Background: an optimization exercise with open tools, aiming at small area, a short achievable clock period and few clock cycles per item. Do not read the settings as production practice.
Function was checked by simulation only, so behaviour that the tests miss may differ from the original.
No driver is modelled on the clock port, so clocking that relies on it looks cheaper here than on a real chip.
Power and IR drop assume default switching activity.

==> run a: inputs <==
==> flow/design.v <==
module lz78_enc (
    input  wire        clk,
    input  wire        rst,
    input  wire        in_valid,
    output wire        in_ready,
    input  wire [7:0]  in_sym,
    input  wire        in_last,
    output wire        out_valid,
    input  wire        out_ready,
    output wire [1:0]  out_type,
    output wire [15:0] out_code,
    output wire [7:0]  out_sym
);
    localparam T_PAIR = 2'd0;
    localparam T_SENT = 2'd1;
    localparam T_END  = 2'd2;
    localparam T_ERR  = 2'd3;
    localparam QN = 3;           
    reg        in_rdy;           
    reg        v_r;              
    reg  [7:0] s_r;
    reg        l_r;
    reg  [7:0] cur;              
    reg  [7:0] cur_1, cur_2, cur_3;
    reg  [7:0] s_1, s_2, s_3;
    reg  [8:0] dsz;              
    reg [15:0] wsel_h;           
    reg [15:0] wsel_l;           
    reg [15:0] vth_h;            
    reg [15:0] vth_l;            
    reg        miss_r;           
    reg  [7:0] p_par;            
    reg  [7:0] p_sym;
    reg        p_z;              
    reg [15:0] idx;              
    reg        drain;            
    reg  [1:0] q_t [0:QN-1];
    reg  [7:0] q_a [0:QN-1];
    reg  [7:0] q_b [0:QN-1];
    reg        q_e [0:QN-1];     
    reg  [1:0] q_wp, q_rp;
    reg  [2:0] q_n;              
    reg        ov;
    reg  [1:0] ot;
    reg [15:0] oc;
    reg  [7:0] os;
    reg        oe;               
    reg  [8:0] end_d;            
    reg        end_i;            
    reg        end_p;            
    wire stall = q_n[2] || (l_r && end_p);
    wire adv   = v_r && !stall;          
    wire go    = adv && !drain;          
    wire full  = dsz[8] || (miss_r && wsel_h[15] && wsel_l[15]);
    assign in_ready = in_rdy;
    wire [255:0] match;
    assign match[0] = 1'b0;
    genvar k;
    generate
        for (k = 1; k < 256; k = k + 1) begin : ent
            localparam PW = (k > 128) ? 8 : (k > 64) ? 7 : (k > 32) ? 6 : (k > 16) ? 5 :
                            (k > 8) ? 4 : (k > 4) ? 3 : (k > 2) ? 2 : (k > 1) ? 1 : 0;
            reg [7:0] sym;
            wire vld = vth_h[k >> 4] || (wsel_h[k >> 4] && vth_l[k & 15]);
            wire we  = miss_r && wsel_h[k >> 4] && wsel_l[k & 15];
            wire [7:0] cc = (k < 64) ? cur : (k < 128) ? cur_1 : (k < 192) ? cur_2 : cur_3;
            wire [7:0] sc = (k < 64) ? s_r : (k < 128) ? s_1   : (k < 192) ? s_2   : s_3;
            wire pmatch;
            if (PW == 0) begin : p0
                assign pmatch = (cc == 8'd0);
            end else if (PW == 8) begin : p8
                reg [7:0] par;
                always @(posedge clk)
                    if (we) par <= p_par;
                assign pmatch = (par == cc);
            end else begin : pn
                reg [PW-1:0] par;
                always @(posedge clk)
                    if (we) par <= p_par[PW-1:0];
                assign pmatch = (par == cc[PW-1:0]) && (cc[7:PW] == 0);
            end
            always @(posedge clk)
                if (we) sym <= p_sym;
            assign match[k] = vld && pmatch && (sym == sc);
        end
    endgenerate
    wire bp = miss_r && p_z && (p_sym == s_r);
    reg [7:0] j;
    integer m;
    always @(*) begin
        j = bp ? dsz[7:0] : 8'd0;
        for (m = 1; m < 256; m = m + 1)
            j = j | (match[m] ? m[7:0] : 8'd0);
    end
    wire hit = bp || (|match);
    reg  [1:0] r_t;
    reg  [7:0] r_a, r_b;
    reg        r_e;
    always @(*) begin
        if (hit) begin
            r_t = T_SENT; r_a = j;        r_b = 8'd0;      r_e = 1'b1;
        end else if (full) begin
            r_t = T_ERR;  r_a = idx[7:0]; r_b = idx[15:8]; r_e = 1'b0;
        end else begin
            r_t = T_PAIR; r_a = cur;      r_b = s_r;       r_e = l_r;
        end
    end
    wire push = go && (!hit || l_r);
    wire grow = !hit && !full;           
    wire [8:0] dsz_p1 = dsz + 9'd1;
    wire [8:0] d_now  = miss_r ? dsz_p1 : dsz;       
    wire [15:0] wsel_l_p1 = {wsel_l[14:0], wsel_l[15]};
    wire [15:0] wsel_h_p1 = wsel_l[15] ? {wsel_h[14:0], 1'b0} : wsel_h;
    wire [15:0] vth_l_p1  = wsel_l[15] ? 16'd0 : {vth_l[14:0], 1'b1};
    wire [15:0] vth_h_p1  = wsel_l[15] ? {vth_h[14:0], 1'b1} : vth_h;
    wire [8:0] end_d_p1 = end_d + 9'd1;
    wire o_ld    = !ov || out_ready;
    wire o_end   = ov && oe;             
    wire pop     = o_ld && !o_end && q_n[0];
    wire [2:0] q_n_p1 = {q_n[1:0], 1'b1};
    wire [2:0] q_n_m1 = {1'b0, q_n[2:1]};
    wire [2:0] q_n_psh = pop ? q_n : q_n_p1;
    wire [2:0] q_n_nop = pop ? q_n_m1 : q_n;
    wire [1:0] q_wp_p1 = (q_wp == QN - 1) ? 2'd0 : q_wp + 2'd1;
    wire v_nx     = (in_valid && in_rdy) || (v_r && stall);
    wire l_nx     = in_rdy ? in_last : l_r;
    wire qfull_nx = (go && !pop) ? q_n[1] : (go || !pop) && q_n[2];
    wire endp_nx  = end_p || (go && l_r);
    wire msg_end = adv && l_r;
    always @(posedge clk) begin
        if (go) begin
            q_t[q_wp] <= r_t;
            q_a[q_wp] <= r_a;
            q_b[q_wp] <= r_b;
            q_e[q_wp] <= r_e;
        end
    end
    always @(posedge clk) begin
        p_par <= cur;
        p_sym <= s_r;
        p_z   <= (cur == 8'd0);
        if (go) begin
            cur_1 <= l_r ? 8'd0 : j;
            cur_2 <= j;
        end
        if (in_rdy && in_valid)
            s_2 <= in_sym;
    end
    always @(posedge clk) begin
        if (rst) begin
            in_rdy <= 1'b0;
            v_r    <= 1'b0;
            cur    <= 8'd0;
            cur_3  <= 8'd0;
            s_1    <= 8'd0;
            s_3    <= 8'd0;
            dsz    <= 9'd1;
            wsel_h <= 16'd1;
            wsel_l <= 16'd2;
            vth_h  <= 16'd0;
            vth_l  <= 16'd1;
            miss_r <= 1'b0;
            idx    <= 16'd0;
            drain  <= 1'b0;
            q_wp   <= 2'd0;
            q_rp   <= 2'd0;
            q_n    <= 3'd0;
            ov     <= 1'b0;
            oe     <= 1'b0;
            end_p  <= 1'b0;
        end else begin
            v_r    <= v_nx;
            in_rdy <= !v_nx || !(qfull_nx || (l_nx && endp_nx));
            if (in_rdy)
                s_1 <= in_sym;
            if (in_rdy && in_valid)
                s_3 <= in_sym;
            miss_r <= go && grow && !l_r;
            if (go) begin
                cur   <= l_r ? 8'd0 : j;
                cur_3 <= j;
                idx   <= l_r ? 16'd0 : idx + 16'd1;
                drain <= !hit && full && !l_r;
            end else if (msg_end) begin
                idx   <= 16'd0;
                drain <= 1'b0;
            end
            if (msg_end) begin
                dsz    <= 9'd1;
                wsel_h <= 16'd1;
                wsel_l <= 16'd2;
                vth_h  <= 16'd0;
                vth_l  <= 16'd1;
            end else if (miss_r) begin
                dsz    <= dsz_p1;
                wsel_h <= wsel_h_p1;
                wsel_l <= wsel_l_p1;
                vth_h  <= vth_h_p1;
                vth_l  <= vth_l_p1;
            end
            q_wp <= push ? q_wp_p1 : q_wp;
            if (pop)
                q_rp <= (q_rp == QN - 1) ? 2'd0 : q_rp + 2'd1;
            q_n <= push ? q_n_psh : q_n_nop;
            if (go && l_r && (hit || !full))
                end_p <= 1'b1;
            else if (o_ld && o_end)
                end_p <= 1'b0;
            if (o_ld) begin
                ov <= o_end || q_n[0];
                oe <= !o_end && q_e[q_rp];
            end
        end
    end
    always @(posedge clk) begin
        if (in_rdy) begin
            s_r <= in_sym;
            l_r <= in_last;
        end
        if (go && l_r) begin
            end_d <= d_now;
            end_i <= grow;
        end
        if (o_ld) begin
            if (o_end) begin
                ot <= T_END;
                oc <= {7'd0, end_i ? end_d_p1 : end_d};
                os <= 8'd0;
            end else begin
                ot <= q_t[q_rp];
                oc <= (q_t[q_rp] == T_ERR) ? {q_b[q_rp], q_a[q_rp]} : {8'd0, q_a[q_rp]};
                os <= (q_t[q_rp] == T_PAIR) ? q_b[q_rp] : 8'd0;
            end
        end
    end
    assign out_valid = ov;
    assign out_type  = ot;
    assign out_code  = oc;
    assign out_sym   = os;
endmodule
==> flow/flow/run.sh <==
#!/bin/bash
# Layout flow: the standard ORFS flow, run stage by stage, with
#  - port buffers of a regular buffer cell (buf_4) instead of the default pick,
#  - timing repair aimed below the clock period only from CTS on (the
#    floorplan-stage sizing, before any net is buffered, gets no margin).
# Each stage's full output goes to its own log in this folder.
set -euo pipefail
source flow/vars.sh
bash standard.sh synth > log_1_synth.txt 2>&1
bash standard.sh floorplan > log_2_floorplan.txt 2>&1
bash standard.sh "BUFFER_PORTS_ARGS=-buffer_cell sky130_fd_sc_hd__buf_4" place > log_3_place.txt 2>&1
bash standard.sh "${LATE_VARS[@]}" cts > log_4_cts.txt 2>&1
bash standard.sh "${LATE_VARS[@]}" route > log_5_route.txt 2>&1
bash standard.sh "${LATE_VARS[@]}" finish > log_6_finish.txt 2>&1
==> flow/flow/vars.sh <==
# make variables for the stages from CTS on
LATE_VARS=(SETUP_SLACK_MARGIN=4.7 TNS_END_PERCENT=20 SKIP_BUFFER_REMOVAL=1)
==> flow/standard.sh <==
#!/bin/bash
# synth_recipe.tcl (not shown) runs the flow's synth.tcl, then flattens the netlist and writes it again
# the make line also repeats each setting of config.mk as NAME=value (left out here)
make -C /OpenROAD-flow-scripts/flow DESIGN_CONFIG=/design/flow/config.mk WORK_HOME=/design/flow/orfs CLKGATE_MAP_FILE= SYNTH_SCRIPT=/design/flow/synth_recipe.tcl "${@:-finish}"
==> flow/config.mk <==
export PLATFORM = sky130hd
export DESIGN_NAME = lz78_enc
export DESIGN_NICKNAME = lz78_enc
export VERILOG_FILES = /design/flow/design.v
export SDC_FILE = /design/flow/constraint.sdc
export NUM_CORES = 4
export LEC_CHECK = 0
export CAP_MARGIN = 30
export CORE_MARGIN = 2
export CORE_UTILIZATION = 55
export CTS_CLUSTER_DIAMETER = 60
export CTS_CLUSTER_SIZE = 30
export SLEW_MARGIN = 40
==> flow/constraint.sdc <==
create_clock -name core_clock -period 8.0 [get_ports {clk}]
set_input_delay 1.6000 -clock core_clock [delete_from_list [all_inputs] [get_ports {clk}]]
set_output_delay 1.6000 -clock core_clock [all_outputs]
set_load 0.01 [all_outputs]
==> run b: changes against run a <==
--- a/flow/design.v
+++ b/flow/design.v
@@ -22,5 +22,5 @@
     reg        l_r;
+    reg  [7:0] s_b, s_w;
+    reg  [7:0] cur_b, cur_w;
     reg  [7:0] cur;              
-    reg  [7:0] cur_1, cur_2, cur_3;
-    reg  [7:0] s_1, s_2, s_3;
     reg  [8:0] dsz;              
@@ -30,6 +30,2 @@
     reg [15:0] vth_l;            
-    reg        miss_r;           
-    reg  [7:0] p_par;            
-    reg  [7:0] p_sym;
-    reg        p_z;              
     reg [15:0] idx;              
@@ -48,3 +44,2 @@
     reg  [8:0] end_d;            
-    reg        end_i;            
     reg        end_p;            
@@ -53,4 +48,6 @@
     wire go    = adv && !drain;          
-    wire full  = dsz[8] || (miss_r && wsel_h[15] && wsel_l[15]);
+    wire full  = dsz[8];
     assign in_ready = in_rdy;
+    wire [3:0] d_hi = dsz[7:4];
+    wire [3:0] d_lo = dsz[3:0];
     wire [255:0] match;
@@ -64,5 +61,5 @@
             wire vld = vth_h[k >> 4] || (wsel_h[k >> 4] && vth_l[k & 15]);
-            wire we  = miss_r && wsel_h[k >> 4] && wsel_l[k & 15];
-            wire [7:0] cc = (k < 64) ? cur : (k < 128) ? cur_1 : (k < 192) ? cur_2 : cur_3;
-            wire [7:0] sc = (k < 64) ? s_r : (k < 128) ? s_1   : (k < 192) ? s_2   : s_3;
+            wire we  = wsel_h[k >> 4] && wsel_l[k & 15];
+            wire [7:0] cc = (k < 128) ? cur : cur_b;
+            wire [7:0] sc = (k < 128) ? s_r : s_b;
             wire pmatch;
@@ -73,3 +70,3 @@
                 always @(posedge clk)
-                    if (we) par <= p_par;
+                    if (we) par <= cur_w;
                 assign pmatch = (par == cc);
@@ -78,3 +75,3 @@
                 always @(posedge clk)
-                    if (we) par <= p_par[PW-1:0];
+                    if (we) par <= cur_w[PW-1:0];
                 assign pmatch = (par == cc[PW-1:0]) && (cc[7:PW] == 0);
@@ -82,3 +79,3 @@
             always @(posedge clk)
-                if (we) sym <= p_sym;
+                if (we) sym <= s_w;
             assign match[k] = vld && pmatch && (sym == sc);
@@ -86,3 +83,2 @@
     endgenerate
-    wire bp = miss_r && p_z && (p_sym == s_r);
     reg [7:0] j;
@@ -90,3 +86,3 @@
     always @(*) begin
-        j = bp ? dsz[7:0] : 8'd0;
+        j = 8'd0;
         for (m = 1; m < 256; m = m + 1)
@@ -94,3 +90,3 @@
     end
-    wire hit = bp || (|match);
+    wire hit = |match;
     reg  [1:0] r_t;
@@ -110,3 +106,3 @@
     wire [8:0] dsz_p1 = dsz + 9'd1;
-    wire [8:0] d_now  = miss_r ? dsz_p1 : dsz;       
+    wire [8:0] dsz_nx = grow ? dsz_p1 : dsz;
     wire [15:0] wsel_l_p1 = {wsel_l[14:0], wsel_l[15]};
@@ -115,3 +111,2 @@
     wire [15:0] vth_h_p1  = wsel_l[15] ? {vth_h[14:0], 1'b1} : vth_h;
-    wire [8:0] end_d_p1 = end_d + 9'd1;
     wire o_ld    = !ov || out_ready;
@@ -121,5 +116,2 @@
     wire [2:0] q_n_m1 = {1'b0, q_n[2:1]};
-    wire [2:0] q_n_psh = pop ? q_n : q_n_p1;
-    wire [2:0] q_n_nop = pop ? q_n_m1 : q_n;
-    wire [1:0] q_wp_p1 = (q_wp == QN - 1) ? 2'd0 : q_wp + 2'd1;
     wire v_nx     = (in_valid && in_rdy) || (v_r && stall);
@@ -128,3 +120,2 @@
     wire endp_nx  = end_p || (go && l_r);
-    wire msg_end = adv && l_r;
     always @(posedge clk) begin
@@ -138,13 +129,2 @@
     always @(posedge clk) begin
-        p_par <= cur;
-        p_sym <= s_r;
-        p_z   <= (cur == 8'd0);
-        if (go) begin
-            cur_1 <= l_r ? 8'd0 : j;
-            cur_2 <= j;
-        end
-        if (in_rdy && in_valid)
-            s_2 <= in_sym;
-    end
-    always @(posedge clk) begin
         if (rst) begin
@@ -152,6 +132,4 @@
             v_r    <= 1'b0;
+            s_b    <= 8'd0;
             cur    <= 8'd0;
-            cur_3  <= 8'd0;
-            s_1    <= 8'd0;
-            s_3    <= 8'd0;
             dsz    <= 9'd1;
@@ -161,3 +139,2 @@
             vth_l  <= 16'd1;
-            miss_r <= 1'b0;
             idx    <= 16'd0;
@@ -172,18 +149,24 @@
             v_r    <= v_nx;
+            if (in_rdy)
+                s_b <= in_sym;
             in_rdy <= !v_nx || !(qfull_nx || (l_nx && endp_nx));
-            if (in_rdy)
-                s_1 <= in_sym;
-            if (in_rdy && in_valid)
-                s_3 <= in_sym;
-            miss_r <= go && grow && !l_r;
             if (go) begin
-                cur   <= l_r ? 8'd0 : j;
-                cur_3 <= j;
-                idx   <= l_r ? 16'd0 : idx + 16'd1;
+                cur <= l_r ? 8'd0 : j;
+                idx <= l_r ? 16'd0 : idx + 16'd1;
+                if (l_r) begin
+                    dsz    <= 9'd1;
+                    wsel_h <= 16'd1;
+                    wsel_l <= 16'd2;
+                    vth_h  <= 16'd0;
+                    vth_l  <= 16'd1;
+                end else if (grow) begin
+                    dsz    <= dsz_p1;
+                    wsel_h <= wsel_h_p1;
+                    wsel_l <= wsel_l_p1;
+                    vth_h  <= vth_h_p1;
+                    vth_l  <= vth_l_p1;
+                end
                 drain <= !hit && full && !l_r;
-            end else if (msg_end) begin
-                idx   <= 16'd0;
-                drain <= 1'b0;
-            end
-            if (msg_end) begin
+            end else if (adv && l_r) begin
+                idx    <= 16'd0;
                 dsz    <= 9'd1;
@@ -193,13 +176,12 @@
                 vth_l  <= 16'd1;
-            end else if (miss_r) begin
-                dsz    <= dsz_p1;
-                wsel_h <= wsel_h_p1;
-                wsel_l <= wsel_l_p1;
-                vth_h  <= vth_h_p1;
-                vth_l  <= vth_l_p1;
-            end
-            q_wp <= push ? q_wp_p1 : q_wp;
+                drain  <= 1'b0;
+            end
+            if (push)
+                q_wp <= (q_wp == QN - 1) ? 2'd0 : q_wp + 2'd1;
             if (pop)
                 q_rp <= (q_rp == QN - 1) ? 2'd0 : q_rp + 2'd1;
-            q_n <= push ? q_n_psh : q_n_nop;
+            if (push && !pop)
+                q_n <= q_n_p1;
+            else if (!push && pop)
+                q_n <= q_n_m1;
             if (go && l_r && (hit || !full))
@@ -219,6 +201,10 @@
         end
-        if (go && l_r) begin
-            end_d <= d_now;
-            end_i <= grow;
-        end
+        if (in_rdy && in_valid)
+            s_w <= in_sym;
+        if (go) begin
+            cur_b <= l_r ? 8'd0 : j;
+            cur_w <= j;
+        end
+        if (go && l_r)
+            end_d <= dsz_nx;
         if (o_ld) begin
@@ -226,3 +212,3 @@
                 ot <= T_END;
-                oc <= {7'd0, end_i ? end_d_p1 : end_d};
+                oc <= {7'd0, end_d};
                 os <= 8'd0;
==> flow/flow/vars.sh (replaced) <==
# make variables for the stages from CTS on
LATE_VARS=(SETUP_SLACK_MARGIN=4.7 TNS_END_PERCENT=20)
- CAP_MARGIN: 30 -> 20
- CTS_CLUSTER_DIAMETER: 60 -> unset
- CTS_CLUSTER_SIZE: 30 -> unset
- SLEW_MARGIN: 40 -> 20
==> run c: changes against run a <==
--- a/flow/design.v
+++ b/flow/design.v
@@ -48,3 +48,2 @@
     reg  [8:0] end_d;            
-    reg        end_i;            
     reg        end_p;            
@@ -110,3 +109,5 @@
     wire [8:0] dsz_p1 = dsz + 9'd1;
+    wire [8:0] dsz_p2 = dsz + 9'd2;
     wire [8:0] d_now  = miss_r ? dsz_p1 : dsz;       
+    wire [8:0] d_nx1  = miss_r ? dsz_p2 : dsz_p1;    
     wire [15:0] wsel_l_p1 = {wsel_l[14:0], wsel_l[15]};
@@ -115,3 +116,2 @@
     wire [15:0] vth_h_p1  = wsel_l[15] ? {vth_h[14:0], 1'b1} : vth_h;
-    wire [8:0] end_d_p1 = end_d + 9'd1;
     wire o_ld    = !ov || out_ready;
@@ -219,6 +219,4 @@
         end
-        if (go && l_r) begin
-            end_d <= d_now;
-            end_i <= grow;
-        end
+        if (go && l_r)
+            end_d <= grow ? d_nx1 : d_now;
         if (o_ld) begin
@@ -226,3 +224,3 @@
                 ot <= T_END;
-                oc <= {7'd0, end_i ? end_d_p1 : end_d};
+                oc <= {7'd0, end_d};
                 os <= 8'd0;
- CTS_CLUSTER_DIAMETER: 60 -> unset
- CTS_CLUSTER_SIZE: 30 -> unset
==> comparison <==
Run c finished with timing, DRC and antenna clean. Run b finished with max-slew violations left. Run a completed with no timing, DRC or antenna violations.
Register-to-register slack: run a < run b < run c.
Clock power, lowest first: run a, run b, run c.
Sequential power is about the same in run c and run a.
Worst hold slack: run c is lower than run a (0.037 ns).
Worst setup slack: run a < run b < run c.
==> figures <==
| item | run b | run a | run c |
|---|---|---|---|
| Crit-path max cell delay | 0.57 ns | 0.72 ns | 0.42 ns |
| Fraction of standard cell area in multi-input logic | 0.259 | 0.261 | 0.257 |
| Average instance area after synthesis | 15.4 um2 | 15.4 um2 | 15.3 um2 |
| Power, Total | 44.6 mW | 41.9 mW | 45.2 mW |
| Result of the run | complete, but fails checks | no timing/DRC/antenna violations | no timing/DRC/antenna violations |
| Layout check failures | max-slew violations | - | - |
| Later-pin clock latency in the skew report | 1.02 ns | 0.96 ns | 1.01 ns |
| Netlist area before placement | 176000 um2 | 177000 um2 | 177000 um2 |
| Detailed-route wire length per cell | 38.9 um | 40.0 um | 39.1 um |
| Multi-Input Combinational | 6722 | 6745 | 6798 |
| Total buffers and inverters traversed by the critical path | 3 | 3 | 5 |
| FP Rows | 207 | 208 | 208 |
Testbench counts of run a, summed over its fixed seeds: cycles 22,950, items 22,920.
Testbench counts of run b, summed over its fixed seeds: cycles 22,950, items 22,920.
Testbench counts of run c, summed over its fixed seeds: cycles 22,950, items 22,920.

## afterwards: timing with drivers on the ports
How much do the figures lean on ideal ports? The routed layouts below were timed once more, with nothing changed but the port constraints. Step 1: set_driving_cell puts a clkbuf_16 on clk and a buf_2 on each other input, an assumption about the parent block. Step 2, shift: input delay + t, output delay - t, t = (earliest + latest rising clock arrival at the registers) / 2. This alone moves slack from input paths to output paths. Three values: no drivers, after step 1, after step 2; two values: the first two.
| run | t, ns | setup WS [ns] | hold slack, ns | worst register clock-pin slew, ns |
|---|---|---|---|---|
| run a | 1.052 | 3.710 / 3.710 / 3.710 | 0.469 / 0.469 / 0.469 | 0.10 / 0.10 |
| run b | 1.088 | 3.732 / 3.732 / 3.732 | 0.487 / 0.487 / 0.487 | 0.07 / 0.07 |
| run c | 1.107 | 3.872 / 3.872 / 3.729 | 0.432 / 0.432 / 0.432 | 0.07 / 0.07 |
The setup slack of run c, which loses most, moves by 0.000 ns with the drivers and by -0.143 ns with both steps.
